From an optimization exercise on the open Yosys and OpenROAD flow, aimed at small area, a short achievable clock period and few clock cycles per item; shortcuts taken in it are not production practice.
No functional check of the RTL was part of any run shown here.
Power and IR drop assume default switching activity.

## design/flow/flow/run.sh

```bash
#!/bin/bash
# The standard layout, with two changes:
#  - plain buffers (buf_1) on the ports instead of the flow's default port
#    buffer cell;
#  - after the standard synthesis, fixinv.py removes the inverters that
#    synthesis leaves around full adders (choosing, per full adder, whether
#    it takes its inputs complemented); Yosys then proves the new netlist
#    equivalent to synthesis's, and the flow goes on from the new netlist
#    (or from synthesis's own, if anything here fails).
export BUFFER_PORTS_ARGS="-buffer_cell sky130_fd_sc_hd__buf_1"
bash standard.sh synth > synth.log 2>&1 || exit 1
R=orfs/results/sky130hd/j1587_msgdec/base
LIB=$FLOW_HOME/platforms/sky130hd/lib/sky130_fd_sc_hd__tt_025C_1v80.lib
cp $R/1_2_yosys.v synth_netlist.v
if python3 flow/fixinv.py synth_netlist.v fixed_netlist.v > fixinv.log 2>&1; then
  cat > eq.ys <<EOY
read_liberty -ignore_miss_func $LIB
read_verilog synth_netlist.v
rename $FLOW_TOP gold
read_verilog fixed_netlist.v
rename $FLOW_TOP gate
flatten
opt_clean
cd gate
rename -hide w:_* w:fixinv*
cd gold
rename -hide w:_*
cd
equiv_make gold gate equiv
hierarchy -top equiv
equiv_simple -seq 2
equiv_induct
equiv_status -assert
EOY
  if timeout 1200 yosys -q eq.ys > eq.log 2>&1; then
    echo "equivalence proven; using fixed_netlist.v" >> fixinv.log
    cp fixed_netlist.v $R/1_2_yosys.v
    rm -f $R/1_synth.odb $R/1_synth.sdc
  else
    echo "equivalence not proven; using synthesis's netlist" >> fixinv.log
  fi
fi
bash standard.sh > standard.log 2>&1
```

## design/flow/flow/fixinv.py

```python
#!/usr/bin/env python3
"""Remove inverters around full adders in a Yosys-written sky130 netlist.

A full adder is self-dual: FA(~a, ~b, ~c) = (~sum, ~cout). Synthesis leaves
inverters on many full-adder inputs and outputs; this chooses, per full
adder, whether to feed it the complemented inputs, so as to need as few
inverters as possible, and rewrites the inverters accordingly (one inverter
per signal whose loads need its complement). The logic is unchanged.

usage: fixinv.py IN.v OUT.v"""
import re, sys
from collections import defaultdict

src = open(sys.argv[1]).read()
m = re.search(r'^(module\s.*?;\n)(.*?)(^endmodule)', src, re.S | re.M)
head, body, tail_kw = m.group(1), m.group(2), m.group(3)
pre, post = src[:m.start()], src[m.end():]

cell_re = re.compile(r'^  (sky130_fd_sc_hd__\w+) (\S+ ?) \(\n(.*?)\n  \);\n', re.S | re.M)
pin_re = re.compile(r'\.(\w+)\((.*?)\)(?:,)?\s*$', re.M)
OUTPINS = {'X', 'Y', 'Q', 'Q_N', 'SUM', 'COUT'}

cells = []      # [type, name, [(pin, net)]]
first = None
last = None
for cm in cell_re.finditer(body):
    if first is None:
        first = cm.start()
    elif body[last:cm.start()].strip():
        sys.exit('fixinv: unparsed text between cells: %r' % body[last:cm.start()][:200])
    last = cm.end()
    pins = [(p, n) for p, n in pin_re.findall(cm.group(3))]
    cells.append([cm.group(1), cm.group(2), pins])
decl = body[:first]
rest = body[last:]
if rest.strip():
    sys.exit('fixinv: unparsed text after the cells: %r' % rest[:200])

def is_inv(t):
    b = t.replace('sky130_fd_sc_hd__', '')
    return re.match(r'(clk)?inv(lp)?_\d+$', b) is not None
def is_fa(t):
    return re.match(r'sky130_fd_sc_hd__fa_\d+$', t) is not None

# ports
outports = set()
inports = set()
for d, w, n in re.findall(r'^\s*(input|output)\s+(\[\d+:\d+\]\s+)?(\S+);', head + decl, re.M):
    (outports if d == 'output' else inports).add(n)
def base(net):
    net = net.strip()
    if net.startswith('\\'):
        nm = net[1:].split()[0]
    else:
        nm = net
    return re.sub(r'\[\d+\]$', '', nm)
def is_port_net(net):
    return base(net) in outports

driver = {}
for ci, (t, name, pins) in enumerate(cells):
    for p, n in pins:
        if p in OUTPINS:
            driver[n.strip()] = (ci, p)

# removable inverters: not driving an output port net
removable = set()
for ci, (t, name, pins) in enumerate(cells):
    if is_inv(t):
        d = dict(pins)
        if not is_port_net(d['Y']) and d['A'].strip() not in ('', ):
            removable.add(ci)

memo = {}
def root(net):
    net = net.strip()
    if net in memo:
        return memo[net]
    r = (net, 0)
    if net in driver:
        ci, p = driver[net]
        if ci in removable:
            a = dict(cells[ci][2])['A'].strip()
            s, par = root(a)
            r = (s, par ^ 1)
    memo[net] = r
    return r

# loads: (ci, pin index) for non-removable cells' input pins
loads = []      # (ci, pi, src, par)
for ci, (t, name, pins) in enumerate(cells):
    if ci in removable:
        continue
    for pi, (p, n) in enumerate(pins):
        if p in OUTPINS or n.strip() == '':
            continue
        s, par = root(n)
        loads.append((ci, pi, s, par))
# port loads: output port nets driven by a removable inverter cannot happen
# (those inverters are kept); nets named in `rest` (assigns) are treated as
# fixed loads on themselves.
extra_fixed = set(re.findall(r'(\\\S+ |[\w$]+(?:\[\d+\])?)', rest)) if rest.strip() else set()

fa_ids = [ci for ci, c in enumerate(cells) if is_fa(c[0])]
pi_ = defaultdict(int)
def src_pi(s):
    if s in driver:
        ci, p = driver[s]
        if is_fa(cells[ci][0]):
            return pi_[ci]
    return 0

by_src = defaultdict(list)
for l in loads:
    by_src[l[2]].append(l)
fa_srcs = defaultdict(set)   # fa -> sources touching it (its inputs' sources and its outputs)
for ci, pi, s, par in loads:
    if is_fa(cells[ci][0]):
        fa_srcs[ci].add(s)
for ci in fa_ids:
    for p, n in cells[ci][2]:
        if p in OUTPINS:
            fa_srcs[ci].add(n.strip())

def need(l):
    ci, pi, s, par = l
    v = par ^ src_pi(s)
    if is_fa(cells[ci][0]):
        v ^= pi_[ci]
    return v
def cost_src(s):
    return 1 if any(need(l) for l in by_src.get(s, [])) else 0
def local_cost(ci):
    return sum(cost_src(s) for s in fa_srcs[ci])

before = sum(cost_src(s) for s in by_src)
improved = True
rounds = 0
while improved and rounds < 50:
    improved = False
    rounds += 1
    for ci in fa_ids:
        c0 = local_cost(ci)
        pi_[ci] ^= 1
        c1 = local_cost(ci)
        if c1 < c0:
            improved = True
        else:
            pi_[ci] ^= 1
after = sum(cost_src(s) for s in by_src)
n_rm = len(removable)

# rebuild
def esc(n):
    n = n.strip()
    return n + ' ' if n.startswith('\\') else n
newinv = {}
out_cells = []
cnt = 0
def inv_net(s):
    global cnt
    if s not in newinv:
        cnt += 1
        newinv[s] = ('fixinv_n%d' % cnt, 'fixinv_i%d' % cnt)
    return newinv[s][0]
for ci, pi, s, par in loads:
    t, name, pins = cells[ci]
    v = need((ci, pi, s, par))
    p = pins[pi][0]
    pins[pi] = (p, inv_net(s) if v else s)
text = []
for ci, (t, name, pins) in enumerate(cells):
    if ci in removable:
        continue
    text.append('  %s %s (\n%s\n  );\n' % (t, name, ',\n'.join('    .%s(%s)' % (p, esc(n)) for p, n in pins)))
for s, (net, name) in newinv.items():
    text.append('  sky130_fd_sc_hd__inv_1 %s (\n    .A(%s),\n    .Y(%s)\n  );\n' % (name, esc(s), net))
wires = ''.join('  wire %s;\n' % net for net, name in newinv.values())
open(sys.argv[2], 'w').write(pre + head + decl + wires + ''.join(text) + rest + tail_kw + post)
sys.stderr.write('fixinv: %d inverters before (%d removable), %d signals needing one, %d after; %d full adders flipped, %d rounds\n'
                 % (sum(1 for c in cells if is_inv(c[0])), n_rm, before, len(newinv) + (sum(1 for c in cells if is_inv(c[0])) - n_rm), sum(pi_.values()), rounds))
```

## design/flow/standard.sh

```bash
#!/bin/bash
# synth_recipe.tcl (not shown) runs the flow's synth.tcl, then flattens the netlist and writes it again
# the make line also repeats each setting of config.mk as NAME=value (left out here)
make -C /OpenROAD-flow-scripts/flow DESIGN_CONFIG=/design/flow/config.mk WORK_HOME=/design/flow/orfs CLKGATE_MAP_FILE= SYNTH_SCRIPT=/design/flow/synth_recipe.tcl "${@:-finish}"
```

## design/flow/config.mk

```make
export PLATFORM = sky130hd
export DESIGN_NAME = j1587_msgdec
export DESIGN_NICKNAME = j1587_msgdec
export VERILOG_FILES = /design/flow/design.v
export SDC_FILE = /design/flow/constraint.sdc
export NUM_CORES = 4
export LEC_CHECK = 0
export CAP_MARGIN = 20
export CORE_MARGIN = 2
export CORE_UTILIZATION = 40
export SETUP_SLACK_MARGIN = 3.5
export SLEW_MARGIN = 20
```

## design/flow/constraint.sdc

```tcl
create_clock -name core_clock -period 7.0 [get_ports {clk}]
set_input_delay 1.4000 -clock core_clock [delete_from_list [all_inputs] [get_ports {clk}]]
set_output_delay 1.4000 -clock core_clock [all_outputs]
set_load 0.01 [all_outputs]
```

## design/flow/design.v

```verilog
module j1587_msgdec (
    input  wire         clk,
    input  wire         rst,
    input  wire         start,
    input  wire [255:0] frame,
    input  wire [5:0]   frame_len,
    output reg          done,
    output reg  [3:0]   err,
    output reg  [7:0]   mid,
    output reg  [3:0]   nparams,
    output reg  [80:0]  par_pid,    
    output reg  [44:0]  par_pos,    
    output reg  [44:0]  par_dlen    
);
    localparam [3:0] E_NONE      = 4'd0;
    localparam [3:0] E_INV_PID   = 4'd1;
    localparam [3:0] E_INV_LEN   = 4'd3;
    localparam [3:0] E_TOO_LONG  = 4'd6;
    localparam [3:0] E_TRUNC     = 4'd7;
    localparam [3:0] E_CHECKSUM  = 4'd8;
    integer i;
    genvar g;
    reg       busy;          
    reg       wt;            
    reg       quick;         
    reg [4:0] cpos;          
    reg [6:0] dr;            
    reg [7:0] lr;            
    reg [7:0] nr;            
    reg [3:0] slot;          
    reg [1:0] perr;          
    reg       page2;         
    reg       longr;         
    reg [14:0] csa_q;      
    reg [52:0] csb_q;
    reg       csum_bad_q;
    reg [7:0] pid_r  [0:8];
    reg [4:0] pos_r  [0:8];
    reg [4:0] dlen_r [0:8];
    wire [7:0] b0 = frame[7:0];
    wire [7:0] b1 = frame[15:8];
    wire [7:0] b2 = frame[23:16];
    wire [7:0] b3 = frame[31:24];
    wire [4:0]  len_hgt;     
    wire [4:0]  len_heq;     
    wire [7:0]  len_lgt;     
    wire [31:0] inlen;
    generate
        for (g = 0; g < 5; g = g + 1) begin : g_hi
            assign len_hgt[g] = (frame_len[5:3] > g);
            assign len_heq[g] = (frame_len[5:3] == g);
        end
        for (g = 0; g < 8; g = g + 1) begin : g_lo
            assign len_lgt[g] = (frame_len[2:0] > g);
        end
        for (g = 0; g < 32; g = g + 1) begin : g_in
            assign inlen[g] = len_hgt[g / 8] | (len_heq[g / 8] & len_lgt[g % 8]);
        end
    endgenerate
    wire pg_in = inlen[2] && (b1 == 8'hFF);
    wire [255:0] fm;
    generate
        for (g = 0; g < 32; g = g + 1) begin : g_mask
            if (g < 4) begin : g_keep
                assign fm[8*g +: 8] = frame[8*g +: 8];
            end else begin : g_cut
                assign fm[8*g +: 8] = frame[8*g +: 8] & {8{inlen[g]}};
            end
        end
    endgenerate
    wire cs1 = fm[0] ^ fm[8] ^ fm[16];
    wire cs2 = (fm[0] & fm[8]) | (fm[0] & fm[16]) | (fm[8] & fm[16]);
    wire cs3 = fm[24] ^ fm[32] ^ fm[40];
    wire cs4 = (fm[24] & fm[32]) | (fm[24] & fm[40]) | (fm[32] & fm[40]);
    wire cs5 = fm[1] ^ fm[9] ^ fm[17];
    wire cs6 = (fm[1] & fm[9]) | (fm[1] & fm[17]) | (fm[9] & fm[17]);
    wire cs7 = fm[25] ^ fm[33] ^ fm[41];
    wire cs8 = (fm[25] & fm[33]) | (fm[25] & fm[41]) | (fm[33] & fm[41]);
    wire cs9 = fm[2] ^ fm[10] ^ fm[18];
    wire cs10 = (fm[2] & fm[10]) | (fm[2] & fm[18]) | (fm[10] & fm[18]);
    wire cs11 = fm[26] ^ fm[34] ^ fm[42];
    wire cs12 = (fm[26] & fm[34]) | (fm[26] & fm[42]) | (fm[34] & fm[42]);
    wire cs13 = fm[3] ^ fm[11] ^ fm[19];
    wire cs14 = (fm[3] & fm[11]) | (fm[3] & fm[19]) | (fm[11] & fm[19]);
    wire cs15 = fm[27] ^ fm[35] ^ fm[43];
    wire cs16 = (fm[27] & fm[35]) | (fm[27] & fm[43]) | (fm[35] & fm[43]);
    wire cs17 = fm[4] ^ fm[12] ^ fm[20];
    wire cs18 = (fm[4] & fm[12]) | (fm[4] & fm[20]) | (fm[12] & fm[20]);
    wire cs19 = fm[28] ^ fm[36] ^ fm[44];
    wire cs20 = (fm[28] & fm[36]) | (fm[28] & fm[44]) | (fm[36] & fm[44]);
    wire cs21 = fm[5] ^ fm[13] ^ fm[21];
    wire cs22 = (fm[5] & fm[13]) | (fm[5] & fm[21]) | (fm[13] & fm[21]);
    wire cs23 = fm[29] ^ fm[37] ^ fm[45];
    wire cs24 = (fm[29] & fm[37]) | (fm[29] & fm[45]) | (fm[37] & fm[45]);
    wire cs25 = fm[6] ^ fm[14] ^ fm[22];
    wire cs26 = (fm[6] & fm[14]) | (fm[6] & fm[22]) | (fm[14] & fm[22]);
    wire cs27 = fm[30] ^ fm[38] ^ fm[46];
    wire cs28 = (fm[30] & fm[38]) | (fm[30] & fm[46]) | (fm[38] & fm[46]);
    wire cs29 = fm[7] ^ fm[15] ^ fm[23];
    wire cs30 = fm[31] ^ fm[39] ^ fm[47];
    wire cs31 = cs2 ^ cs4 ^ cs5;
    wire cs32 = (cs2 & cs4) | (cs2 & cs5) | (cs4 & cs5);
    wire cs33 = cs6 ^ cs8 ^ cs9;
    wire cs34 = (cs6 & cs8) | (cs6 & cs9) | (cs8 & cs9);
    wire cs35 = cs10 ^ cs12 ^ cs13;
    wire cs36 = (cs10 & cs12) | (cs10 & cs13) | (cs12 & cs13);
    wire cs37 = cs14 ^ cs16 ^ cs17;
    wire cs38 = (cs14 & cs16) | (cs14 & cs17) | (cs16 & cs17);
    wire cs39 = cs18 ^ cs20 ^ cs21;
    wire cs40 = (cs18 & cs20) | (cs18 & cs21) | (cs20 & cs21);
    wire cs41 = cs22 ^ cs24 ^ cs25;
    wire cs42 = (cs22 & cs24) | (cs22 & cs25) | (cs24 & cs25);
    wire cs43 = cs26 ^ cs28 ^ cs29;
    wire cs44 = cs32 ^ cs33 ^ cs11;
    wire cs45 = (cs32 & cs33) | (cs32 & cs11) | (cs33 & cs11);
    wire cs46 = cs34 ^ cs35 ^ cs15;
    wire cs47 = (cs34 & cs35) | (cs34 & cs15) | (cs35 & cs15);
    wire cs48 = cs36 ^ cs37 ^ cs19;
    wire cs49 = (cs36 & cs37) | (cs36 & cs19) | (cs37 & cs19);
    wire cs50 = cs38 ^ cs39 ^ cs23;
    wire cs51 = (cs38 & cs39) | (cs38 & cs23) | (cs39 & cs23);
    wire cs52 = cs40 ^ cs41 ^ cs27;
    wire cs53 = (cs40 & cs41) | (cs40 & cs27) | (cs41 & cs27);
    wire cs54 = cs42 ^ cs43 ^ cs30;
    wire [14:0] csa_d = {cs54, cs53, cs52, cs51, cs50, cs49, cs48, cs47, cs46, cs45, cs44, cs7, cs31, cs3, cs1};
    wire cs55 = fm[48] ^ fm[56] ^ fm[64];
    wire cs56 = (fm[48] & fm[56]) | (fm[48] & fm[64]) | (fm[56] & fm[64]);
    wire cs57 = fm[72] ^ fm[80] ^ fm[88];
    wire cs58 = (fm[72] & fm[80]) | (fm[72] & fm[88]) | (fm[80] & fm[88]);
    wire cs59 = fm[96] ^ fm[104] ^ fm[112];
    wire cs60 = (fm[96] & fm[104]) | (fm[96] & fm[112]) | (fm[104] & fm[112]);
    wire cs61 = fm[120] ^ fm[128] ^ fm[136];
    wire cs62 = (fm[120] & fm[128]) | (fm[120] & fm[136]) | (fm[128] & fm[136]);
    wire cs63 = fm[144] ^ fm[152] ^ fm[160];
    wire cs64 = (fm[144] & fm[152]) | (fm[144] & fm[160]) | (fm[152] & fm[160]);
    wire cs65 = fm[168] ^ fm[176] ^ fm[184];
    wire cs66 = (fm[168] & fm[176]) | (fm[168] & fm[184]) | (fm[176] & fm[184]);
    wire cs67 = fm[192] ^ fm[200] ^ fm[208];
    wire cs68 = (fm[192] & fm[200]) | (fm[192] & fm[208]) | (fm[200] & fm[208]);
    wire cs69 = fm[216] ^ fm[224] ^ fm[232];
    wire cs70 = (fm[216] & fm[224]) | (fm[216] & fm[232]) | (fm[224] & fm[232]);
    wire cs71 = fm[49] ^ fm[57] ^ fm[65];
    wire cs72 = (fm[49] & fm[57]) | (fm[49] & fm[65]) | (fm[57] & fm[65]);
    wire cs73 = fm[73] ^ fm[81] ^ fm[89];
    wire cs74 = (fm[73] & fm[81]) | (fm[73] & fm[89]) | (fm[81] & fm[89]);
    wire cs75 = fm[97] ^ fm[105] ^ fm[113];
    wire cs76 = (fm[97] & fm[105]) | (fm[97] & fm[113]) | (fm[105] & fm[113]);
    wire cs77 = fm[121] ^ fm[129] ^ fm[137];
    wire cs78 = (fm[121] & fm[129]) | (fm[121] & fm[137]) | (fm[129] & fm[137]);
    wire cs79 = fm[145] ^ fm[153] ^ fm[161];
    wire cs80 = (fm[145] & fm[153]) | (fm[145] & fm[161]) | (fm[153] & fm[161]);
    wire cs81 = fm[169] ^ fm[177] ^ fm[185];
    wire cs82 = (fm[169] & fm[177]) | (fm[169] & fm[185]) | (fm[177] & fm[185]);
    wire cs83 = fm[193] ^ fm[201] ^ fm[209];
    wire cs84 = (fm[193] & fm[201]) | (fm[193] & fm[209]) | (fm[201] & fm[209]);
    wire cs85 = fm[217] ^ fm[225] ^ fm[233];
    wire cs86 = (fm[217] & fm[225]) | (fm[217] & fm[233]) | (fm[225] & fm[233]);
    wire cs87 = fm[50] ^ fm[58] ^ fm[66];
    wire cs88 = (fm[50] & fm[58]) | (fm[50] & fm[66]) | (fm[58] & fm[66]);
    wire cs89 = fm[74] ^ fm[82] ^ fm[90];
    wire cs90 = (fm[74] & fm[82]) | (fm[74] & fm[90]) | (fm[82] & fm[90]);
    wire cs91 = fm[98] ^ fm[106] ^ fm[114];
    wire cs92 = (fm[98] & fm[106]) | (fm[98] & fm[114]) | (fm[106] & fm[114]);
    wire cs93 = fm[122] ^ fm[130] ^ fm[138];
    wire cs94 = (fm[122] & fm[130]) | (fm[122] & fm[138]) | (fm[130] & fm[138]);
    wire cs95 = fm[146] ^ fm[154] ^ fm[162];
    wire cs96 = (fm[146] & fm[154]) | (fm[146] & fm[162]) | (fm[154] & fm[162]);
    wire cs97 = fm[170] ^ fm[178] ^ fm[186];
    wire cs98 = (fm[170] & fm[178]) | (fm[170] & fm[186]) | (fm[178] & fm[186]);
    wire cs99 = fm[194] ^ fm[202] ^ fm[210];
    wire cs100 = (fm[194] & fm[202]) | (fm[194] & fm[210]) | (fm[202] & fm[210]);
    wire cs101 = fm[218] ^ fm[226] ^ fm[234];
    wire cs102 = (fm[218] & fm[226]) | (fm[218] & fm[234]) | (fm[226] & fm[234]);
    wire cs103 = fm[51] ^ fm[59] ^ fm[67];
    wire cs104 = (fm[51] & fm[59]) | (fm[51] & fm[67]) | (fm[59] & fm[67]);
    wire cs105 = fm[75] ^ fm[83] ^ fm[91];
    wire cs106 = (fm[75] & fm[83]) | (fm[75] & fm[91]) | (fm[83] & fm[91]);
    wire cs107 = fm[99] ^ fm[107] ^ fm[115];
    wire cs108 = (fm[99] & fm[107]) | (fm[99] & fm[115]) | (fm[107] & fm[115]);
    wire cs109 = fm[123] ^ fm[131] ^ fm[139];
    wire cs110 = (fm[123] & fm[131]) | (fm[123] & fm[139]) | (fm[131] & fm[139]);
    wire cs111 = fm[147] ^ fm[155] ^ fm[163];
    wire cs112 = (fm[147] & fm[155]) | (fm[147] & fm[163]) | (fm[155] & fm[163]);
    wire cs113 = fm[171] ^ fm[179] ^ fm[187];
    wire cs114 = (fm[171] & fm[179]) | (fm[171] & fm[187]) | (fm[179] & fm[187]);
    wire cs115 = fm[195] ^ fm[203] ^ fm[211];
    wire cs116 = (fm[195] & fm[203]) | (fm[195] & fm[211]) | (fm[203] & fm[211]);
    wire cs117 = fm[219] ^ fm[227] ^ fm[235];
    wire cs118 = (fm[219] & fm[227]) | (fm[219] & fm[235]) | (fm[227] & fm[235]);
    wire cs119 = fm[52] ^ fm[60] ^ fm[68];
    wire cs120 = (fm[52] & fm[60]) | (fm[52] & fm[68]) | (fm[60] & fm[68]);
    wire cs121 = fm[76] ^ fm[84] ^ fm[92];
    wire cs122 = (fm[76] & fm[84]) | (fm[76] & fm[92]) | (fm[84] & fm[92]);
    wire cs123 = fm[100] ^ fm[108] ^ fm[116];
    wire cs124 = (fm[100] & fm[108]) | (fm[100] & fm[116]) | (fm[108] & fm[116]);
    wire cs125 = fm[124] ^ fm[132] ^ fm[140];
    wire cs126 = (fm[124] & fm[132]) | (fm[124] & fm[140]) | (fm[132] & fm[140]);
    wire cs127 = fm[148] ^ fm[156] ^ fm[164];
    wire cs128 = (fm[148] & fm[156]) | (fm[148] & fm[164]) | (fm[156] & fm[164]);
    wire cs129 = fm[172] ^ fm[180] ^ fm[188];
    wire cs130 = (fm[172] & fm[180]) | (fm[172] & fm[188]) | (fm[180] & fm[188]);
    wire cs131 = fm[196] ^ fm[204] ^ fm[212];
    wire cs132 = (fm[196] & fm[204]) | (fm[196] & fm[212]) | (fm[204] & fm[212]);
    wire cs133 = fm[220] ^ fm[228] ^ fm[236];
    wire cs134 = (fm[220] & fm[228]) | (fm[220] & fm[236]) | (fm[228] & fm[236]);
    wire cs135 = fm[53] ^ fm[61] ^ fm[69];
    wire cs136 = (fm[53] & fm[61]) | (fm[53] & fm[69]) | (fm[61] & fm[69]);
    wire cs137 = fm[77] ^ fm[85] ^ fm[93];
    wire cs138 = (fm[77] & fm[85]) | (fm[77] & fm[93]) | (fm[85] & fm[93]);
    wire cs139 = fm[101] ^ fm[109] ^ fm[117];
    wire cs140 = (fm[101] & fm[109]) | (fm[101] & fm[117]) | (fm[109] & fm[117]);
    wire cs141 = fm[125] ^ fm[133] ^ fm[141];
    wire cs142 = (fm[125] & fm[133]) | (fm[125] & fm[141]) | (fm[133] & fm[141]);
    wire cs143 = fm[149] ^ fm[157] ^ fm[165];
    wire cs144 = (fm[149] & fm[157]) | (fm[149] & fm[165]) | (fm[157] & fm[165]);
    wire cs145 = fm[173] ^ fm[181] ^ fm[189];
    wire cs146 = (fm[173] & fm[181]) | (fm[173] & fm[189]) | (fm[181] & fm[189]);
    wire cs147 = fm[197] ^ fm[205] ^ fm[213];
    wire cs148 = (fm[197] & fm[205]) | (fm[197] & fm[213]) | (fm[205] & fm[213]);
    wire cs149 = fm[221] ^ fm[229] ^ fm[237];
    wire cs150 = (fm[221] & fm[229]) | (fm[221] & fm[237]) | (fm[229] & fm[237]);
    wire cs151 = fm[54] ^ fm[62] ^ fm[70];
    wire cs152 = (fm[54] & fm[62]) | (fm[54] & fm[70]) | (fm[62] & fm[70]);
    wire cs153 = fm[78] ^ fm[86] ^ fm[94];
    wire cs154 = (fm[78] & fm[86]) | (fm[78] & fm[94]) | (fm[86] & fm[94]);
    wire cs155 = fm[102] ^ fm[110] ^ fm[118];
    wire cs156 = (fm[102] & fm[110]) | (fm[102] & fm[118]) | (fm[110] & fm[118]);
    wire cs157 = fm[126] ^ fm[134] ^ fm[142];
    wire cs158 = (fm[126] & fm[134]) | (fm[126] & fm[142]) | (fm[134] & fm[142]);
    wire cs159 = fm[150] ^ fm[158] ^ fm[166];
    wire cs160 = (fm[150] & fm[158]) | (fm[150] & fm[166]) | (fm[158] & fm[166]);
    wire cs161 = fm[174] ^ fm[182] ^ fm[190];
    wire cs162 = (fm[174] & fm[182]) | (fm[174] & fm[190]) | (fm[182] & fm[190]);
    wire cs163 = fm[198] ^ fm[206] ^ fm[214];
    wire cs164 = (fm[198] & fm[206]) | (fm[198] & fm[214]) | (fm[206] & fm[214]);
    wire cs165 = fm[222] ^ fm[230] ^ fm[238];
    wire cs166 = (fm[222] & fm[230]) | (fm[222] & fm[238]) | (fm[230] & fm[238]);
    wire cs167 = fm[55] ^ fm[63] ^ fm[71];
    wire cs168 = fm[79] ^ fm[87] ^ fm[95];
    wire cs169 = fm[103] ^ fm[111] ^ fm[119];
    wire cs170 = fm[127] ^ fm[135] ^ fm[143];
    wire cs171 = fm[151] ^ fm[159] ^ fm[167];
    wire cs172 = fm[175] ^ fm[183] ^ fm[191];
    wire cs173 = fm[199] ^ fm[207] ^ fm[215];
    wire cs174 = fm[223] ^ fm[231] ^ fm[239];
    wire cs175 = cs55 ^ cs57 ^ cs59;
    wire cs176 = (cs55 & cs57) | (cs55 & cs59) | (cs57 & cs59);
    wire cs177 = cs61 ^ cs63 ^ cs65;
    wire cs178 = (cs61 & cs63) | (cs61 & cs65) | (cs63 & cs65);
    wire cs179 = cs67 ^ cs69 ^ fm[240];
    wire cs180 = (cs67 & cs69) | (cs67 & fm[240]) | (cs69 & fm[240]);
    wire cs181 = cs56 ^ cs58 ^ cs60;
    wire cs182 = (cs56 & cs58) | (cs56 & cs60) | (cs58 & cs60);
    wire cs183 = cs62 ^ cs64 ^ cs66;
    wire cs184 = (cs62 & cs64) | (cs62 & cs66) | (cs64 & cs66);
    wire cs185 = cs68 ^ cs70 ^ cs71;
    wire cs186 = (cs68 & cs70) | (cs68 & cs71) | (cs70 & cs71);
    wire cs187 = cs73 ^ cs75 ^ cs77;
    wire cs188 = (cs73 & cs75) | (cs73 & cs77) | (cs75 & cs77);
    wire cs189 = cs79 ^ cs81 ^ cs83;
    wire cs190 = (cs79 & cs81) | (cs79 & cs83) | (cs81 & cs83);
    wire cs191 = cs85 ^ fm[241] ^ fm[249];
    wire cs192 = (cs85 & fm[241]) | (cs85 & fm[249]) | (fm[241] & fm[249]);
    wire cs193 = cs72 ^ cs74 ^ cs76;
    wire cs194 = (cs72 & cs74) | (cs72 & cs76) | (cs74 & cs76);
    wire cs195 = cs78 ^ cs80 ^ cs82;
    wire cs196 = (cs78 & cs80) | (cs78 & cs82) | (cs80 & cs82);
    wire cs197 = cs84 ^ cs86 ^ cs87;
    wire cs198 = (cs84 & cs86) | (cs84 & cs87) | (cs86 & cs87);
    wire cs199 = cs89 ^ cs91 ^ cs93;
    wire cs200 = (cs89 & cs91) | (cs89 & cs93) | (cs91 & cs93);
    wire cs201 = cs95 ^ cs97 ^ cs99;
    wire cs202 = (cs95 & cs97) | (cs95 & cs99) | (cs97 & cs99);
    wire cs203 = cs101 ^ fm[242] ^ fm[250];
    wire cs204 = (cs101 & fm[242]) | (cs101 & fm[250]) | (fm[242] & fm[250]);
    wire cs205 = cs88 ^ cs90 ^ cs92;
    wire cs206 = (cs88 & cs90) | (cs88 & cs92) | (cs90 & cs92);
    wire cs207 = cs94 ^ cs96 ^ cs98;
    wire cs208 = (cs94 & cs96) | (cs94 & cs98) | (cs96 & cs98);
    wire cs209 = cs100 ^ cs102 ^ cs103;
    wire cs210 = (cs100 & cs102) | (cs100 & cs103) | (cs102 & cs103);
    wire cs211 = cs105 ^ cs107 ^ cs109;
    wire cs212 = (cs105 & cs107) | (cs105 & cs109) | (cs107 & cs109);
    wire cs213 = cs111 ^ cs113 ^ cs115;
    wire cs214 = (cs111 & cs113) | (cs111 & cs115) | (cs113 & cs115);
    wire cs215 = cs117 ^ fm[243] ^ fm[251];
    wire cs216 = (cs117 & fm[243]) | (cs117 & fm[251]) | (fm[243] & fm[251]);
    wire cs217 = cs104 ^ cs106 ^ cs108;
    wire cs218 = (cs104 & cs106) | (cs104 & cs108) | (cs106 & cs108);
    wire cs219 = cs110 ^ cs112 ^ cs114;
    wire cs220 = (cs110 & cs112) | (cs110 & cs114) | (cs112 & cs114);
    wire cs221 = cs116 ^ cs118 ^ cs119;
    wire cs222 = (cs116 & cs118) | (cs116 & cs119) | (cs118 & cs119);
    wire cs223 = cs121 ^ cs123 ^ cs125;
    wire cs224 = (cs121 & cs123) | (cs121 & cs125) | (cs123 & cs125);
    wire cs225 = cs127 ^ cs129 ^ cs131;
    wire cs226 = (cs127 & cs129) | (cs127 & cs131) | (cs129 & cs131);
    wire cs227 = cs133 ^ fm[244] ^ fm[252];
    wire cs228 = (cs133 & fm[244]) | (cs133 & fm[252]) | (fm[244] & fm[252]);
    wire cs229 = cs120 ^ cs122 ^ cs124;
    wire cs230 = (cs120 & cs122) | (cs120 & cs124) | (cs122 & cs124);
    wire cs231 = cs126 ^ cs128 ^ cs130;
    wire cs232 = (cs126 & cs128) | (cs126 & cs130) | (cs128 & cs130);
    wire cs233 = cs132 ^ cs134 ^ cs135;
    wire cs234 = (cs132 & cs134) | (cs132 & cs135) | (cs134 & cs135);
    wire cs235 = cs137 ^ cs139 ^ cs141;
    wire cs236 = (cs137 & cs139) | (cs137 & cs141) | (cs139 & cs141);
    wire cs237 = cs143 ^ cs145 ^ cs147;
    wire cs238 = (cs143 & cs145) | (cs143 & cs147) | (cs145 & cs147);
    wire cs239 = cs149 ^ fm[245] ^ fm[253];
    wire cs240 = (cs149 & fm[245]) | (cs149 & fm[253]) | (fm[245] & fm[253]);
    wire cs241 = cs136 ^ cs138 ^ cs140;
    wire cs242 = (cs136 & cs138) | (cs136 & cs140) | (cs138 & cs140);
    wire cs243 = cs142 ^ cs144 ^ cs146;
    wire cs244 = (cs142 & cs144) | (cs142 & cs146) | (cs144 & cs146);
    wire cs245 = cs148 ^ cs150 ^ cs151;
    wire cs246 = (cs148 & cs150) | (cs148 & cs151) | (cs150 & cs151);
    wire cs247 = cs153 ^ cs155 ^ cs157;
    wire cs248 = (cs153 & cs155) | (cs153 & cs157) | (cs155 & cs157);
    wire cs249 = cs159 ^ cs161 ^ cs163;
    wire cs250 = (cs159 & cs161) | (cs159 & cs163) | (cs161 & cs163);
    wire cs251 = cs165 ^ fm[246] ^ fm[254];
    wire cs252 = (cs165 & fm[246]) | (cs165 & fm[254]) | (fm[246] & fm[254]);
    wire cs253 = cs152 ^ cs154 ^ cs156;
    wire cs254 = cs158 ^ cs160 ^ cs162;
    wire cs255 = cs164 ^ cs166 ^ cs167;
    wire cs256 = cs168 ^ cs169 ^ cs170;
    wire cs257 = cs171 ^ cs172 ^ cs173;
    wire cs258 = cs174 ^ fm[247] ^ fm[255];
    wire cs259 = cs175 ^ cs177 ^ cs179;
    wire cs260 = (cs175 & cs177) | (cs175 & cs179) | (cs177 & cs179);
    wire cs261 = cs176 ^ cs178 ^ cs180;
    wire cs262 = (cs176 & cs178) | (cs176 & cs180) | (cs178 & cs180);
    wire cs263 = cs181 ^ cs183 ^ cs185;
    wire cs264 = (cs181 & cs183) | (cs181 & cs185) | (cs183 & cs185);
    wire cs265 = cs187 ^ cs189 ^ cs191;
    wire cs266 = (cs187 & cs189) | (cs187 & cs191) | (cs189 & cs191);
    wire cs267 = cs182 ^ cs184 ^ cs186;
    wire cs268 = (cs182 & cs184) | (cs182 & cs186) | (cs184 & cs186);
    wire cs269 = cs188 ^ cs190 ^ cs192;
    wire cs270 = (cs188 & cs190) | (cs188 & cs192) | (cs190 & cs192);
    wire cs271 = cs193 ^ cs195 ^ cs197;
    wire cs272 = (cs193 & cs195) | (cs193 & cs197) | (cs195 & cs197);
    wire cs273 = cs199 ^ cs201 ^ cs203;
    wire cs274 = (cs199 & cs201) | (cs199 & cs203) | (cs201 & cs203);
    wire cs275 = cs194 ^ cs196 ^ cs198;
    wire cs276 = (cs194 & cs196) | (cs194 & cs198) | (cs196 & cs198);
    wire cs277 = cs200 ^ cs202 ^ cs204;
    wire cs278 = (cs200 & cs202) | (cs200 & cs204) | (cs202 & cs204);
    wire cs279 = cs205 ^ cs207 ^ cs209;
    wire cs280 = (cs205 & cs207) | (cs205 & cs209) | (cs207 & cs209);
    wire cs281 = cs211 ^ cs213 ^ cs215;
    wire cs282 = (cs211 & cs213) | (cs211 & cs215) | (cs213 & cs215);
    wire cs283 = cs206 ^ cs208 ^ cs210;
    wire cs284 = (cs206 & cs208) | (cs206 & cs210) | (cs208 & cs210);
    wire cs285 = cs212 ^ cs214 ^ cs216;
    wire cs286 = (cs212 & cs214) | (cs212 & cs216) | (cs214 & cs216);
    wire cs287 = cs217 ^ cs219 ^ cs221;
    wire cs288 = (cs217 & cs219) | (cs217 & cs221) | (cs219 & cs221);
    wire cs289 = cs223 ^ cs225 ^ cs227;
    wire cs290 = (cs223 & cs225) | (cs223 & cs227) | (cs225 & cs227);
    wire cs291 = cs218 ^ cs220 ^ cs222;
    wire cs292 = (cs218 & cs220) | (cs218 & cs222) | (cs220 & cs222);
    wire cs293 = cs224 ^ cs226 ^ cs228;
    wire cs294 = (cs224 & cs226) | (cs224 & cs228) | (cs226 & cs228);
    wire cs295 = cs229 ^ cs231 ^ cs233;
    wire cs296 = (cs229 & cs231) | (cs229 & cs233) | (cs231 & cs233);
    wire cs297 = cs235 ^ cs237 ^ cs239;
    wire cs298 = (cs235 & cs237) | (cs235 & cs239) | (cs237 & cs239);
    wire cs299 = cs230 ^ cs232 ^ cs234;
    wire cs300 = (cs230 & cs232) | (cs230 & cs234) | (cs232 & cs234);
    wire cs301 = cs236 ^ cs238 ^ cs240;
    wire cs302 = (cs236 & cs238) | (cs236 & cs240) | (cs238 & cs240);
    wire cs303 = cs241 ^ cs243 ^ cs245;
    wire cs304 = (cs241 & cs243) | (cs241 & cs245) | (cs243 & cs245);
    wire cs305 = cs247 ^ cs249 ^ cs251;
    wire cs306 = (cs247 & cs249) | (cs247 & cs251) | (cs249 & cs251);
    wire cs307 = cs242 ^ cs244 ^ cs246;
    wire cs308 = cs248 ^ cs250 ^ cs252;
    wire cs309 = cs253 ^ cs254 ^ cs255;
    wire cs310 = cs256 ^ cs257 ^ cs258;
    wire [52:0] csb_d = {cs310, cs309, cs308, cs307, cs306, cs304, cs302, cs300, cs305, cs303, cs301, cs299, cs298, cs296, cs294, cs292, cs297, cs295, cs293, cs291, cs290, cs288, cs286, cs284, cs289, cs287, cs285, cs283, cs282, cs280, cs278, cs276, cs281, cs279, cs277, cs275, cs274, cs272, cs270, cs268, cs273, cs271, cs269, cs267, cs266, cs264, cs262, cs265, cs263, cs261, cs260, fm[248], cs259};
    wire cs311 = csa_q[0] ^ csa_q[1] ^ csb_q[0];
    wire cs312 = (csa_q[0] & csa_q[1]) | (csa_q[0] & csb_q[0]) | (csa_q[1] & csb_q[0]);
    wire cs313 = csa_q[2] ^ csa_q[3] ^ csb_q[2];
    wire cs314 = (csa_q[2] & csa_q[3]) | (csa_q[2] & csb_q[2]) | (csa_q[3] & csb_q[2]);
    wire cs315 = csb_q[3] ^ csb_q[4] ^ csb_q[5];
    wire cs316 = (csb_q[3] & csb_q[4]) | (csb_q[3] & csb_q[5]) | (csb_q[4] & csb_q[5]);
    wire cs317 = csa_q[4] ^ csb_q[6] ^ csb_q[7];
    wire cs318 = (csa_q[4] & csb_q[6]) | (csa_q[4] & csb_q[7]) | (csb_q[6] & csb_q[7]);
    wire cs319 = csb_q[8] ^ csb_q[9] ^ csb_q[10];
    wire cs320 = (csb_q[8] & csb_q[9]) | (csb_q[8] & csb_q[10]) | (csb_q[9] & csb_q[10]);
    wire cs321 = csa_q[5] ^ csa_q[6] ^ csb_q[13];
    wire cs322 = (csa_q[5] & csa_q[6]) | (csa_q[5] & csb_q[13]) | (csa_q[6] & csb_q[13]);
    wire cs323 = csb_q[14] ^ csb_q[15] ^ csb_q[16];
    wire cs324 = (csb_q[14] & csb_q[15]) | (csb_q[14] & csb_q[16]) | (csb_q[15] & csb_q[16]);
    wire cs325 = csb_q[17] ^ csb_q[18] ^ csb_q[19];
    wire cs326 = (csb_q[17] & csb_q[18]) | (csb_q[17] & csb_q[19]) | (csb_q[18] & csb_q[19]);
    wire cs327 = csa_q[7] ^ csa_q[8] ^ csb_q[21];
    wire cs328 = (csa_q[7] & csa_q[8]) | (csa_q[7] & csb_q[21]) | (csa_q[8] & csb_q[21]);
    wire cs329 = csb_q[22] ^ csb_q[23] ^ csb_q[24];
    wire cs330 = (csb_q[22] & csb_q[23]) | (csb_q[22] & csb_q[24]) | (csb_q[23] & csb_q[24]);
    wire cs331 = csb_q[25] ^ csb_q[26] ^ csb_q[27];
    wire cs332 = (csb_q[25] & csb_q[26]) | (csb_q[25] & csb_q[27]) | (csb_q[26] & csb_q[27]);
    wire cs333 = csa_q[9] ^ csa_q[10] ^ csb_q[29];
    wire cs334 = (csa_q[9] & csa_q[10]) | (csa_q[9] & csb_q[29]) | (csa_q[10] & csb_q[29]);
    wire cs335 = csb_q[30] ^ csb_q[31] ^ csb_q[32];
    wire cs336 = (csb_q[30] & csb_q[31]) | (csb_q[30] & csb_q[32]) | (csb_q[31] & csb_q[32]);
    wire cs337 = csb_q[33] ^ csb_q[34] ^ csb_q[35];
    wire cs338 = (csb_q[33] & csb_q[34]) | (csb_q[33] & csb_q[35]) | (csb_q[34] & csb_q[35]);
    wire cs339 = csa_q[11] ^ csa_q[12] ^ csb_q[37];
    wire cs340 = (csa_q[11] & csa_q[12]) | (csa_q[11] & csb_q[37]) | (csa_q[12] & csb_q[37]);
    wire cs341 = csb_q[38] ^ csb_q[39] ^ csb_q[40];
    wire cs342 = (csb_q[38] & csb_q[39]) | (csb_q[38] & csb_q[40]) | (csb_q[39] & csb_q[40]);
    wire cs343 = csb_q[41] ^ csb_q[42] ^ csb_q[43];
    wire cs344 = (csb_q[41] & csb_q[42]) | (csb_q[41] & csb_q[43]) | (csb_q[42] & csb_q[43]);
    wire cs345 = csa_q[13] ^ csa_q[14] ^ csb_q[45];
    wire cs346 = csb_q[46] ^ csb_q[47] ^ csb_q[48];
    wire cs347 = csb_q[49] ^ csb_q[50] ^ csb_q[51];
    wire cs348 = cs312 ^ cs313 ^ cs315;
    wire cs349 = (cs312 & cs313) | (cs312 & cs315) | (cs313 & cs315);
    wire cs350 = cs314 ^ cs316 ^ cs317;
    wire cs351 = (cs314 & cs316) | (cs314 & cs317) | (cs316 & cs317);
    wire cs352 = cs319 ^ csb_q[11] ^ csb_q[12];
    wire cs353 = (cs319 & csb_q[11]) | (cs319 & csb_q[12]) | (csb_q[11] & csb_q[12]);
    wire cs354 = cs318 ^ cs320 ^ cs321;
    wire cs355 = (cs318 & cs320) | (cs318 & cs321) | (cs320 & cs321);
    wire cs356 = cs323 ^ cs325 ^ csb_q[20];
    wire cs357 = (cs323 & cs325) | (cs323 & csb_q[20]) | (cs325 & csb_q[20]);
    wire cs358 = cs322 ^ cs324 ^ cs326;
    wire cs359 = (cs322 & cs324) | (cs322 & cs326) | (cs324 & cs326);
    wire cs360 = cs327 ^ cs329 ^ cs331;
    wire cs361 = (cs327 & cs329) | (cs327 & cs331) | (cs329 & cs331);
    wire cs362 = cs328 ^ cs330 ^ cs332;
    wire cs363 = (cs328 & cs330) | (cs328 & cs332) | (cs330 & cs332);
    wire cs364 = cs333 ^ cs335 ^ cs337;
    wire cs365 = (cs333 & cs335) | (cs333 & cs337) | (cs335 & cs337);
    wire cs366 = cs334 ^ cs336 ^ cs338;
    wire cs367 = (cs334 & cs336) | (cs334 & cs338) | (cs336 & cs338);
    wire cs368 = cs339 ^ cs341 ^ cs343;
    wire cs369 = (cs339 & cs341) | (cs339 & cs343) | (cs341 & cs343);
    wire cs370 = cs340 ^ cs342 ^ cs344;
    wire cs371 = cs345 ^ cs346 ^ cs347;
    wire cs372 = cs349 ^ cs350 ^ cs352;
    wire cs373 = (cs349 & cs350) | (cs349 & cs352) | (cs350 & cs352);
    wire cs374 = cs351 ^ cs353 ^ cs354;
    wire cs375 = (cs351 & cs353) | (cs351 & cs354) | (cs353 & cs354);
    wire cs376 = cs355 ^ cs357 ^ cs358;
    wire cs377 = (cs355 & cs357) | (cs355 & cs358) | (cs357 & cs358);
    wire cs378 = cs359 ^ cs361 ^ cs362;
    wire cs379 = (cs359 & cs361) | (cs359 & cs362) | (cs361 & cs362);
    wire cs380 = cs363 ^ cs365 ^ cs366;
    wire cs381 = (cs363 & cs365) | (cs363 & cs366) | (cs365 & cs366);
    wire cs382 = cs367 ^ cs369 ^ cs370;
    wire cs383 = cs373 ^ cs374 ^ cs356;
    wire cs384 = (cs373 & cs374) | (cs373 & cs356) | (cs374 & cs356);
    wire cs385 = cs375 ^ cs376 ^ cs360;
    wire cs386 = (cs375 & cs376) | (cs375 & cs360) | (cs376 & cs360);
    wire cs387 = cs377 ^ cs378 ^ cs364;
    wire cs388 = (cs377 & cs378) | (cs377 & cs364) | (cs378 & cs364);
    wire cs389 = cs379 ^ cs380 ^ cs368;
    wire cs390 = (cs379 & cs380) | (cs379 & cs368) | (cs380 & cs368);
    wire cs391 = cs381 ^ cs382 ^ cs371;
    wire cs392 = cs384 ^ cs385 ^ csb_q[28];
    wire cs393 = (cs384 & cs385) | (cs384 & csb_q[28]) | (cs385 & csb_q[28]);
    wire cs394 = cs386 ^ cs387 ^ csb_q[36];
    wire cs395 = (cs386 & cs387) | (cs386 & csb_q[36]) | (cs387 & csb_q[36]);
    wire cs396 = cs388 ^ cs389 ^ csb_q[44];
    wire cs397 = (cs388 & cs389) | (cs388 & csb_q[44]) | (cs389 & csb_q[44]);
    wire cs398 = cs390 ^ cs391 ^ csb_q[52];
    wire csum_bad_d = (cs311 ^ csb_q[1]) |
        (cs348 ^ 1'b0 ^ (cs311 | csb_q[1])) |
        (cs372 ^ 1'b0 ^ (cs348 | 1'b0)) |
        (cs383 ^ 1'b0 ^ (cs372 | 1'b0)) |
        (cs392 ^ 1'b0 ^ (cs383 | 1'b0)) |
        (cs393 ^ cs394 ^ (cs392 | 1'b0)) |
        (cs395 ^ cs396 ^ (cs393 | cs394)) |
        (cs397 ^ cs398 ^ (cs395 | cs396));
    wire csum_bad_a = (csa_q[0] ^ csa_q[1]) |
        (csa_q[2] ^ csa_q[3] ^ (csa_q[0] | csa_q[1])) |
        (csa_q[4] ^ 1'b0 ^ (csa_q[2] | csa_q[3])) |
        (csa_q[5] ^ csa_q[6] ^ (csa_q[4] | 1'b0)) |
        (csa_q[7] ^ csa_q[8] ^ (csa_q[5] | csa_q[6])) |
        (csa_q[9] ^ csa_q[10] ^ (csa_q[7] | csa_q[8])) |
        (csa_q[11] ^ csa_q[12] ^ (csa_q[9] | csa_q[10])) |
        (csa_q[13] ^ csa_q[14] ^ (csa_q[11] | csa_q[12]));
    function [20:0] step;
        input [4:0] p;
        input [7:0] l;
        input [7:0] n;
        input [6:0] d;
        reg       e;
        reg [1:0] c;
        reg       f;
        reg [4:0] dl;
        reg [4:0] nx;
        reg [6:0] dn;
        reg       dneg;      
        reg       nfit;      
        reg       neq;       
        begin
            dneg = d[6];
            nfit = (n[7:5] == 3'd0) && (n[4:0] <= d[4:0]);
            neq  = (n[7:5] == 3'd0) && (n[4:0] == d[4:0]);
            e  = 1'b0;
            c  = 2'd2;
            f  = 1'b0;
            dl = 5'd1;
            nx = p + 5'd2;
            dn = d - 7'd2;
            if (dneg && d != 7'h7F) begin
                e = 1'b1;
            end else if (l == 8'hFF) begin
                e = 1'b1;
                c = 2'd1;
            end else if (!l[7]) begin
                e = dneg;
                f = (d == 7'd0);
            end else if (!l[6]) begin
                e  = dneg || (d == 7'd0);
                f  = (d == 7'd1);
                dl = 5'd2;
                nx = p + 5'd3;
                dn = d - 7'd3;
            end else if (l != 8'hFE) begin
                e  = dneg || !nfit;
                f  = !dneg && neq;
                dl = n[4:0];
                nx = p + 5'd2 + n[4:0];
                dn = d - 7'd2 - {2'b00, n[4:0]};
            end else begin
                e  = dneg;
                f  = 1'b1;
                dl = d[4:0];
            end
            step = {e, c, f, dl, nx, dn};
        end
    endfunction
    reg [6:0] lm4, lm5;
    always @* begin
        lm4 = 7'd0;
        lm5 = 7'd0;
        for (i = 0; i < 64; i = i + 1)
            if (frame_len == i) begin
                lm4 = i - 4;
                lm5 = i - 5;
            end
    end
    wire [20:0] st1 = step(5'd1, b1, b2, lm4);
    wire [20:0] st2 = step(5'd2, b2, b3, lm5);
    wire [20:0] stm = step(cpos, lr, nr, dr);
    wire [20:0] s  = start ? (pg_in ? st2 : st1) : stm;
    wire [7:0]  l  = start ? (pg_in ? b2 : b1) : lr;
    wire [4:0]  p  = start ? {3'b000, pg_in, ~pg_in} : cpos;
    wire [3:0]  k  = start ? 4'd0 : slot;
    wire       s_err  = s[20];
    wire [1:0] s_code = s[19:18];
    wire       s_fin  = s[17];
    wire [4:0] s_dl   = s[16:12];
    wire [4:0] s_next = s[11:7];
    wire [6:0] s_dn   = s[6:0];
    wire [255:0] frame_l = {frame[255:32], {4{frame[31:24]}}};
    wire [255:0] frame_n = {8'h00, frame[255:40], {4{frame[39:32]}}};
    wire [7:0]   lf = frame_l[{s_next, 3'b000} +: 8];
    wire [7:0]   nf = frame_n[{s_next, 3'b000} +: 8];
    wire act  = start | (busy & ~wt);
    wire fin  = act & (s_err | s_fin);
    wire hold = start & s_fin & ~s_err & inlen[6];
    always @(posedge clk) begin
        mid        <= b0;
        page2      <= pg_in;
        longr      <= inlen[21];
        csa_q      <= csa_d;
        csb_q      <= csb_d;
        csum_bad_q <= csum_bad_d;
        quick      <= start;
        if (rst) begin
            busy <= 1'b0;
            done <= 1'b0;
        end else begin
            busy <= (act & ~fin) | hold;
            done <= (fin & ~hold) | (busy & wt);
        end
        wt <= hold;
        cpos <= s_next;
        dr   <= s_dn;
        lr   <= lf;
        nr   <= nf;
        if (act) begin
            slot <= k + 4'd1;
            perr <= s_err ? s_code : 2'd0;
        end
        for (i = 0; i < 9; i = i + 1)
            if (k == i) begin
                pid_r[i]  <= l;
                pos_r[i]  <= p;
                dlen_r[i] <= s_dl;
            end
    end
    always @* begin
        case (perr)
            2'd1:    err = E_INV_PID;
            2'd2:    err = E_TRUNC;
            2'd3:    err = E_INV_LEN;
            default: err = (quick ? csum_bad_a : csum_bad_q) ? E_CHECKSUM :
                           (longr ? E_TOO_LONG : E_NONE);
        endcase
        nparams = slot;
        for (i = 0; i < 9; i = i + 1) begin
            par_pid[9*i +: 9]  = {page2, pid_r[i]};
            par_pos[5*i +: 5]  = (i == 0) ? {3'b000, page2, ~page2} : pos_r[i];
            par_dlen[5*i +: 5] = dlen_r[i];
        end
    end
endmodule
```

==> results by group, run 1 <==
Status
  – Status: complete, no violations

Flow run
  – Max cap viols: 0

Detailed routing
  – Routed wl met2: 43000 µm
  – Post-route antenna net violation count: 0
  – Routed WL: 101500 µm
  – DR vias: ~21000
  – Avg WL per Cell: 29.79 µm
  – TritonRoute pass-1 iters: 6
  – Routed vias/inst: ~6.0
  – DR WL met3: 12560 µm
  – Met1 Routed Length: between 40000 and 50000 µm
  – Uppermost routed layer: met4
  – Drt first-iter violations: around 2700
  – DRC viols: 0

Clock network
  – Root buf cell: clkbuf_16
  – Clock transition at path regs: 70 ps
  – Clock latency on the worst-skew pair: 550 ps
  – Cts bufs inserted: 34
  – CTS Hold Bufs: 0
  – CTS tree: done
  – H-tree lvl count: 2
  – Clock tree buffer depth: 3
  – CTS sink cnt: approximately 270

Floorplanning
  – Chip Height: 237.5 µm
  – Overall die area: approximately 0.056 mm²
  – Starting density of the core: 0.4046
  – Die width: 237.5 µm
  – Core region area: between 0.05 and 0.06 mm²
  – IO Count: 453
  – # rows: 85

STA
  – Final Hold Viols: 0
  – Fin crit share: 0.6786
  – Final Max Tran Viols: 0
  – Setup TNS: 0 ps
  – Hold slack: about 460 ps
  – Final min period: around 4800 ps
  – Final setup violation count: 0
  – Post-Route Skew: 21.59 ps
  – Unrepaired setup endpoints after global routing: true
  – Worst-Margin Slew: 975.8 ps
  – Slew HR: 0.3426
  – Achievable Freq: 210.5 MHz

Pwr
  – Worst IR drop on VDD: 0.9227 mV
  – Pwr/cell area: 487.5 mW/mm²
  – LEAKAGE: ~0.012 µW

Global routing
  – GRT overflow: 0
  – Initial antenna violation count: 4
  – Number of global-route vias before repair: 20170
  – First-pass GRT wire length: 141200 µm
  – GRT Overall Usage: 0.3484
  – Pin count of the biggest net entering global routing: 38

Cells and area
  – Filler cell count: 4665
  – Area Overhead vs Synth: 36.22%
  – Nets: 3203
  – Most common cell after layout, fill and taps aside: buf_1
  – Share of cells above drive strength 1: 0.2537
  – Most frequent cells in the layout: buf_1, mux2i_1, edfxtp_1

Worst setup path
  – CP Capture Type: register
  – Critical path class: register to register
  – Crit-path cells: fa_1 -> fa_2 -> fa_2 -> fa_2 -> fa_1 -> inv_1 -> ha_2 -> xnor2_2 -> xnor2_1 -> xnor2_1 -> xnor2_1 -> xnor2_2 -> or4_1
  – Slowest Stage Delay on Critical Path: 560 ps
  – CP Data Arrival Time: 5170 ps
  – CP Max Fanout: 1
  – Buf/Inv on CP: 1
  – Startpoint Class: register
  – CP delay by family, top: adder cells
  – CP max-delay cell: fa_1
  – WP data required: 7420 ps

Placement
  – Hpwl dp: 71730 µm
  – Gpl congestion: 1.006
  – Port Buf Inserts: ~450

Hold path
  – Worst min path class: register to register

Logic synthesis
  – Mapped Area: 0.02182 mm²
  – Synth Instances: 2073
  – Avg Inst Size Synth: ~11 µm²
  – Synthesis Warnings: 4
[repair_timing]
item	in CTS	in global routing
setup endpoints to repair	232	210
resized for setup	326	158
gates cloned	20	3
setup buffers	126	62
pin swaps	142	112
[cell type report]
cell class	count	area, µm²	area share
timing repair inverter	6	70.07	0.002358
antenna	3	7.507	0.0002526
multi-input combinational	1553	15320	0.5154
clock buffer	42	912.1	0.03069
tap	696	870.8	0.02930
sequential	274	7137	0.2401
inverter	132	556.8	0.01874
timing repair buffer	682	4634	0.1559
clock inverter	19	214.0	0.007199
[flip-flops by register name, indices dropped and copies added (netlist names), 2 cells and up]
name	flops
dr	7
pos_r	40
cpos	5
mid	8
pid_r	72
csb_q	53
nr	8
csa_q	15
dlen_r	45
perr	2
slot	4
lr	8
[metal layers]
metal | vias up | GRT usage
met5 | - | 0
met4 | 0 | 0.1471
met3 | 357 | 0.1067
met2 | 1562 | 0.5108
met1 | 10130 | 0.4773
li1 | 8543 | -
[final timing paths]
kind         startpoint    endpoint  slack [ps]  cells past startpoint
max           csb_q[26]  csum_bad_q        2250                     13
min reg2reg          wt        done         460                      2
max reg2reg   csb_q[26]  csum_bad_q        2250                     13
min                  wt        done         460                      2
[where the power goes]
group	switching (µW)	leakage, µW	internal [µW]
Clock	745	0.000552	1050
Combinational	5860	0.00871	4380
Sequential	332	0.00244	2120
Total	6930	0.0117	7550
[worst reg2reg max path, cell delays in order, from the launching register on]
cell and delay, ps:
dfxtp_1 360, fa_1 420, fa_2 550, fa_2 440, fa_2 460, fa_1 560
inv_1 60, ha_2 180, xnor2_2 220, xnor2_1 120, xnor2_1 270, xnor2_1 210
xnor2_2 220, or4_1 530
[metrics by stage]
stage	power (µW)	worst slack [ps]	instances	utilization	area, µm²
floorplan	8160	2840	2075	-	22580
global placement	10350	1416	3130	0.4524	24400
detailed placement	10540	1293	3131	0.4525	24400
CTS	13960	2353	3338	0.5292	28540
global route	15200	2223	3405	0.5511	29710
finish	14490	2250	3407	0.5512	29720
==> run 2, diff against run 1 <==
--- a/design/flow/design.v
+++ b/design/flow/design.v
@@ -34,5 +34,5 @@
     reg [14:0] csa_q;      
     reg [52:0] csb_q;
-    reg       csum_bad_q;
+    reg [11:0] cs2_q;
     reg [7:0] pid_r  [0:8];
     reg [4:0] pos_r  [0:8];
@@ -42,20 +42,37 @@
     wire [7:0] b2 = frame[23:16];
     wire [7:0] b3 = frame[31:24];
-    wire [4:0]  len_hgt;     
-    wire [4:0]  len_heq;     
-    wire [7:0]  len_lgt;     
     wire [31:0] inlen;
-    generate
-        for (g = 0; g < 5; g = g + 1) begin : g_hi
-            assign len_hgt[g] = (frame_len[5:3] > g);
-            assign len_heq[g] = (frame_len[5:3] == g);
-        end
-        for (g = 0; g < 8; g = g + 1) begin : g_lo
-            assign len_lgt[g] = (frame_len[2:0] > g);
-        end
-        for (g = 0; g < 32; g = g + 1) begin : g_in
-            assign inlen[g] = len_hgt[g / 8] | (len_heq[g / 8] & len_lgt[g % 8]);
-        end
-    endgenerate
+    assign inlen[0] = (frame_len[5]) | (frame_len[4]) | (frame_len[3]) | (frame_len[2]) | (frame_len[1]) | (frame_len[0]);
+    assign inlen[1] = (frame_len[5]) | (frame_len[4]) | (frame_len[3]) | (frame_len[2]) | (frame_len[1]);
+    assign inlen[2] = (frame_len[5]) | (frame_len[4]) | (frame_len[3]) | (frame_len[2]) | (frame_len[1] & frame_len[0]);
+    assign inlen[3] = (frame_len[5]) | (frame_len[4]) | (frame_len[3]) | (frame_len[2]);
+    assign inlen[4] = (frame_len[5]) | (frame_len[4]) | (frame_len[3]) | (frame_len[2] & frame_len[1]) | (frame_len[2] & frame_len[0]);
+    assign inlen[5] = (frame_len[5]) | (frame_len[4]) | (frame_len[3]) | (frame_len[2] & frame_len[1]);
+    assign inlen[6] = (frame_len[5]) | (frame_len[4]) | (frame_len[3]) | (frame_len[2] & frame_len[1] & frame_len[0]);
+    assign inlen[7] = (frame_len[5]) | (frame_len[4]) | (frame_len[3]);
+    assign inlen[8] = (frame_len[5]) | (frame_len[4]) | (frame_len[3] & frame_len[2]) | (frame_len[3] & frame_len[1]) | (frame_len[3] & frame_len[0]);
+    assign inlen[9] = (frame_len[5]) | (frame_len[4]) | (frame_len[3] & frame_len[2]) | (frame_len[3] & frame_len[1]);
+    assign inlen[10] = (frame_len[5]) | (frame_len[4]) | (frame_len[3] & frame_len[2]) | (frame_len[3] & frame_len[1] & frame_len[0]);
+    assign inlen[11] = (frame_len[5]) | (frame_len[4]) | (frame_len[3] & frame_len[2]);
+    assign inlen[12] = (frame_len[5]) | (frame_len[4]) | (frame_len[3] & frame_len[2] & frame_len[1]) | (frame_len[3] & frame_len[2] & frame_len[0]);
+    assign inlen[13] = (frame_len[5]) | (frame_len[4]) | (frame_len[3] & frame_len[2] & frame_len[1]);
+    assign inlen[14] = (frame_len[5]) | (frame_len[4]) | (frame_len[3] & frame_len[2] & frame_len[1] & frame_len[0]);
+    assign inlen[15] = (frame_len[5]) | (frame_len[4]);
+    assign inlen[16] = (frame_len[5]) | (frame_len[4] & frame_len[3]) | (frame_len[4] & frame_len[2]) | (frame_len[4] & frame_len[1]) | (frame_len[4] & frame_len[0]);
+    assign inlen[17] = (frame_len[5]) | (frame_len[4] & frame_len[3]) | (frame_len[4] & frame_len[2]) | (frame_len[4] & frame_len[1]);
+    assign inlen[18] = (frame_len[5]) | (frame_len[4] & frame_len[3]) | (frame_len[4] & frame_len[2]) | (frame_len[4] & frame_len[1] & frame_len[0]);
+    assign inlen[19] = (frame_len[5]) | (frame_len[4] & frame_len[3]) | (frame_len[4] & frame_len[2]);
+    assign inlen[20] = (frame_len[5]) | (frame_len[4] & frame_len[3]) | (frame_len[4] & frame_len[2] & frame_len[1]) | (frame_len[4] & frame_len[2] & frame_len[0]);
+    assign inlen[21] = (frame_len[5]) | (frame_len[4] & frame_len[3]) | (frame_len[4] & frame_len[2] & frame_len[1]);
+    assign inlen[22] = (frame_len[5]) | (frame_len[4] & frame_len[3]) | (frame_len[4] & frame_len[2] & frame_len[1] & frame_len[0]);
+    assign inlen[23] = (frame_len[5]) | (frame_len[4] & frame_len[3]);
+    assign inlen[24] = (frame_len[5]) | (frame_len[4] & frame_len[3] & frame_len[2]) | (frame_len[4] & frame_len[3] & frame_len[1]) | (frame_len[4] & frame_len[3] & frame_len[0]);
+    assign inlen[25] = (frame_len[5]) | (frame_len[4] & frame_len[3] & frame_len[2]) | (frame_len[4] & frame_len[3] & frame_len[1]);
+    assign inlen[26] = (frame_len[5]) | (frame_len[4] & frame_len[3] & frame_len[2]) | (frame_len[4] & frame_len[3] & frame_len[1] & frame_len[0]);
+    assign inlen[27] = (frame_len[5]) | (frame_len[4] & frame_len[3] & frame_len[2]);
+    assign inlen[28] = (frame_len[5]) | (frame_len[4] & frame_len[3] & frame_len[2] & frame_len[1]) | (frame_len[4] & frame_len[3] & frame_len[2] & frame_len[0]);
+    assign inlen[29] = (frame_len[5]) | (frame_len[4] & frame_len[3] & frame_len[2] & frame_len[1]);
+    assign inlen[30] = (frame_len[5]) | (frame_len[4] & frame_len[3] & frame_len[2] & frame_len[1] & frame_len[0]);
+    assign inlen[31] = (frame_len[5]);
     wire pg_in = inlen[2] && (b1 == 8'hFF);
     wire [255:0] fm;
@@ -469,12 +486,13 @@
     wire cs397 = (cs388 & cs389) | (cs388 & csb_q[44]) | (cs389 & csb_q[44]);
     wire cs398 = cs390 ^ cs391 ^ csb_q[52];
-    wire csum_bad_d = (cs311 ^ csb_q[1]) |
-        (cs348 ^ 1'b0 ^ (cs311 | csb_q[1])) |
-        (cs372 ^ 1'b0 ^ (cs348 | 1'b0)) |
-        (cs383 ^ 1'b0 ^ (cs372 | 1'b0)) |
-        (cs392 ^ 1'b0 ^ (cs383 | 1'b0)) |
-        (cs393 ^ cs394 ^ (cs392 | 1'b0)) |
-        (cs395 ^ cs396 ^ (cs393 | cs394)) |
-        (cs397 ^ cs398 ^ (cs395 | cs396));
+    wire [11:0] cs2_d = {cs398, cs397, cs396, cs395, cs394, cs393, cs392, cs383, cs372, cs348, csb_q[1], cs311};
+    wire csum_bad_2 = (cs2_q[0] ^ cs2_q[1]) |
+        (cs2_q[2] ^ 1'b0 ^ (cs2_q[0] | cs2_q[1])) |
+        (cs2_q[3] ^ 1'b0 ^ (cs2_q[2] | 1'b0)) |
+        (cs2_q[4] ^ 1'b0 ^ (cs2_q[3] | 1'b0)) |
+        (cs2_q[5] ^ 1'b0 ^ (cs2_q[4] | 1'b0)) |
+        (cs2_q[6] ^ cs2_q[7] ^ (cs2_q[5] | 1'b0)) |
+        (cs2_q[8] ^ cs2_q[9] ^ (cs2_q[6] | cs2_q[7])) |
+        (cs2_q[10] ^ cs2_q[11] ^ (cs2_q[8] | cs2_q[9]));
     wire csum_bad_a = (csa_q[0] ^ csa_q[1]) |
         (csa_q[2] ^ csa_q[3] ^ (csa_q[0] | csa_q[1])) |
@@ -573,5 +591,5 @@
         csa_q      <= csa_d;
         csb_q      <= csb_d;
-        csum_bad_q <= csum_bad_d;
+        cs2_q      <= cs2_d;
         quick      <= start;
         if (rst) begin
@@ -603,5 +621,5 @@
             2'd2:    err = E_TRUNC;
             2'd3:    err = E_INV_LEN;
-            default: err = (quick ? csum_bad_a : csum_bad_q) ? E_CHECKSUM :
+            default: err = (quick ? csum_bad_a : csum_bad_2) ? E_CHECKSUM :
                            (longr ? E_TOO_LONG : E_NONE);
         endcase
==> results by group, run 2 <==
Cells and area
  – Area Overhead vs Synth: 39.44%
  – Design Area, Final: 0.03001 mm²
  – Register with the most flip-flops: pid_r
  – Regs by FF count: pid_r: 72 flops, csb_q: 53 flops, dlen_r: 45 flops
  – Share of cells above drive strength 1: 0.2660
  – Max reg flops: 72
  – Post-route non-filler standard cell count: 3426
  – Nets: 3219
  – Most frequent cells in the layout: buf_1, nand2_1, edfxtp_1
  – Most common cell after layout, fill and taps aside: buf_1

Floorplanning
  – Overall die area: 0.05568 mm²
  – Core region area: approximately 0.053 mm²
  – Chip Height: 236.0 µm
  – # rows: 85
  – IO Count: 453
  – Starting density of the core: 0.4023
  – Die width: 236.0 µm

Detailed routing
  – DRC viols: 0
  – Routed WL: between 90000 and 100000 µm
  – TritonRoute pass-1 iters: 6
  – Drt first-iter violations: 2450
  – Routed vias/inst: 5.948
  – Avg WL per Cell: 28.40 µm
  – DR vias: 20380
  – Post-route antenna net violation count: 0

Clock network
  – H-tree lvl count: 2
  – CTS Hold Bufs: 0
  – Clock latency on the worst-skew pair: slightly below 600 ps
  – CTS sink cnt: between 200 and 300
  – Cts bufs inserted: 35
  – CTS tree: done
  – Clock transition at path regs: around 60 ps
  – Root buf cell: clkbuf_16
  – Clock tree buffer depth: 3

Hold path
  – Worst min path class: register to register

Worst setup path
  – Startpoint Class: register
  – CP Max Fanout: 2
  – CP Data Arrival Time: 2680 ps
  – Critical path class: register to primary output
  – CP Capture Type: primary output
  – WP data required: around 5600 ps

STA
  – Worst-Margin Slew: 1086 ps
  – Final Hold Viols: 0
  – Achievable Freq: 245.4 MHz
  – Fin crit share: 0.5822
  – Slew HR: 0.2761
  – Min setup slack post-route: 2924 ps
  – Final Max Tran Viols: 0
  – Post-Route Skew: 46.79 ps
  – Setup TNS: 0 ps
  – Unrepaired setup endpoints after global routing: true
  – Final min period: between 4000 and 5000 ps
  – Final setup violation count: 0

Flow run
  – Max cap viols: 0

Global routing
  – Number of global-route vias before repair: 19730
  – GRT Overall Usage: 0.3377
  – Initial antenna violation count: 6
  – Pin count of the biggest net entering global routing: 35
  – GRT overflow: 0
  – First-pass GRT wire length: 136100 µm

Placement
  – Port Buf Inserts: 449
  – Hpwl dp: around 70000 µm
  – DP Worst Slack: around 1200 ps
  – Gpl congestion: 1.018
  – Placed instance area: between 0.02 and 0.025 mm²
  – DP Cell Count: 3155

Pwr
  – Worst IR drop on VDD: 0.5200 mV
  – LEAKAGE: 0.01149 µW
  – Pwr/cell area: 404.1 mW/mm²
  – Total Power: 12130 µW

Status
  – Status: complete, no violations

Logic synthesis
  – Synth Instances: about 2100
  – Synthesis Warnings: 4
  – Mapped Area: about 0.022 mm²
  – Avg Inst Size Synth: about 10 µm²
run 2: repair_timing:
action | CTS | global route
pin swaps | 165 | 144
gates resized for setup | 421 | 172
endpoints found under the hold margin | 0 | 0
endpoints found under the setup margin | 230 | 184
buffers inserted | 136 | 43
cloned | 21 | 3
run 2: critical path, cell delays in order, from the launching register on:
cell	delay [ps]
dfxtp_2	330
inv_2	40
ha_4	230
or3b_4	410
a2111oi_4	290
nand4b_1	180
o22ai_4	200
nand2_2	110
o21ai_2	160
buf_2	160
run 2: report_power, final:
group | leakage, µW | switching [µW] | internal [µW]
logic | 0.00842 | 4260 | 3430
registers | 0.00254 | 381 | 2290
clock network | 0.000528 | 760 | 1010
total | 0.0115 | 5400 | 6720
run 2: metal layers:
metal | GRT usage | part of all wire | wire (µm)
met2 | 0.5118 | 0.44 | 42330
met4 | 0.1604 | 0.058 | 5687
met3 | 0.1090 | 0.13 | 12520
met5 | 0 | 0.00046 | 45
met1 | 0.4373 | 0.38 | 36710
run 2: cell type report:
class                      count  area [µm²]
timing repair buffer         687        4721
clock inverter                18       156.4
antenna                        4       10.01
inverter                     117       476.7
multi-input combinational   1570       15440
fill                        4499       23490
sequential                   285        7357
tap                          696       870.8
timing repair inverter         3       33.78
clock buffer                  46       948.4
run 2: final timing paths:
| check | from | endpoint | slack, ps | cells after the start |
|---|---|---|---|---|
| setup / recovery | csa_q[6] | err[1] | 2920 | 9 |
| hold / removal | csb_q[1] | cs2_q[1] | 330 | 0 |
| setup reg to reg | dr[0] | lr[5] | 3380 | 13 |
| hold reg to reg | csb_q[1] | cs2_q[1] | 330 | 0 |
run 2: metrics by stage:
stage	hold slack (ps)	util
finish	330.0	0.5610
global route	333.0	0.5608
CTS	329.2	0.5395
detailed placement	315.0	0.4546
global placement	317.8	0.4538
floorplan	309.6	-

[port drivers added, routing unchanged]
The results above use ideal ports. As a check the final layouts listed here were re-extracted and re-timed, cells and wires unchanged.
Step 1: set_driving_cell puts a clkbuf_16 on clk and a buf_2 on each other input, an assumption about the parent block.
Step 2, shift: input delay + t, output delay - t, t = (earliest + latest rising clock arrival at the registers) / 2. This alone moves slack from input paths to output paths.
a / b / c = ideal ports / drivers / drivers and shift; a / b = the first two.
run | t, ns | setup WS [ns]
run 1 | 0.598 | 2.250 / 2.250 / 2.250
run 2 | 0.611 | 2.924 / 2.867 / 2.456
After both steps every run listed still meets setup and hold.
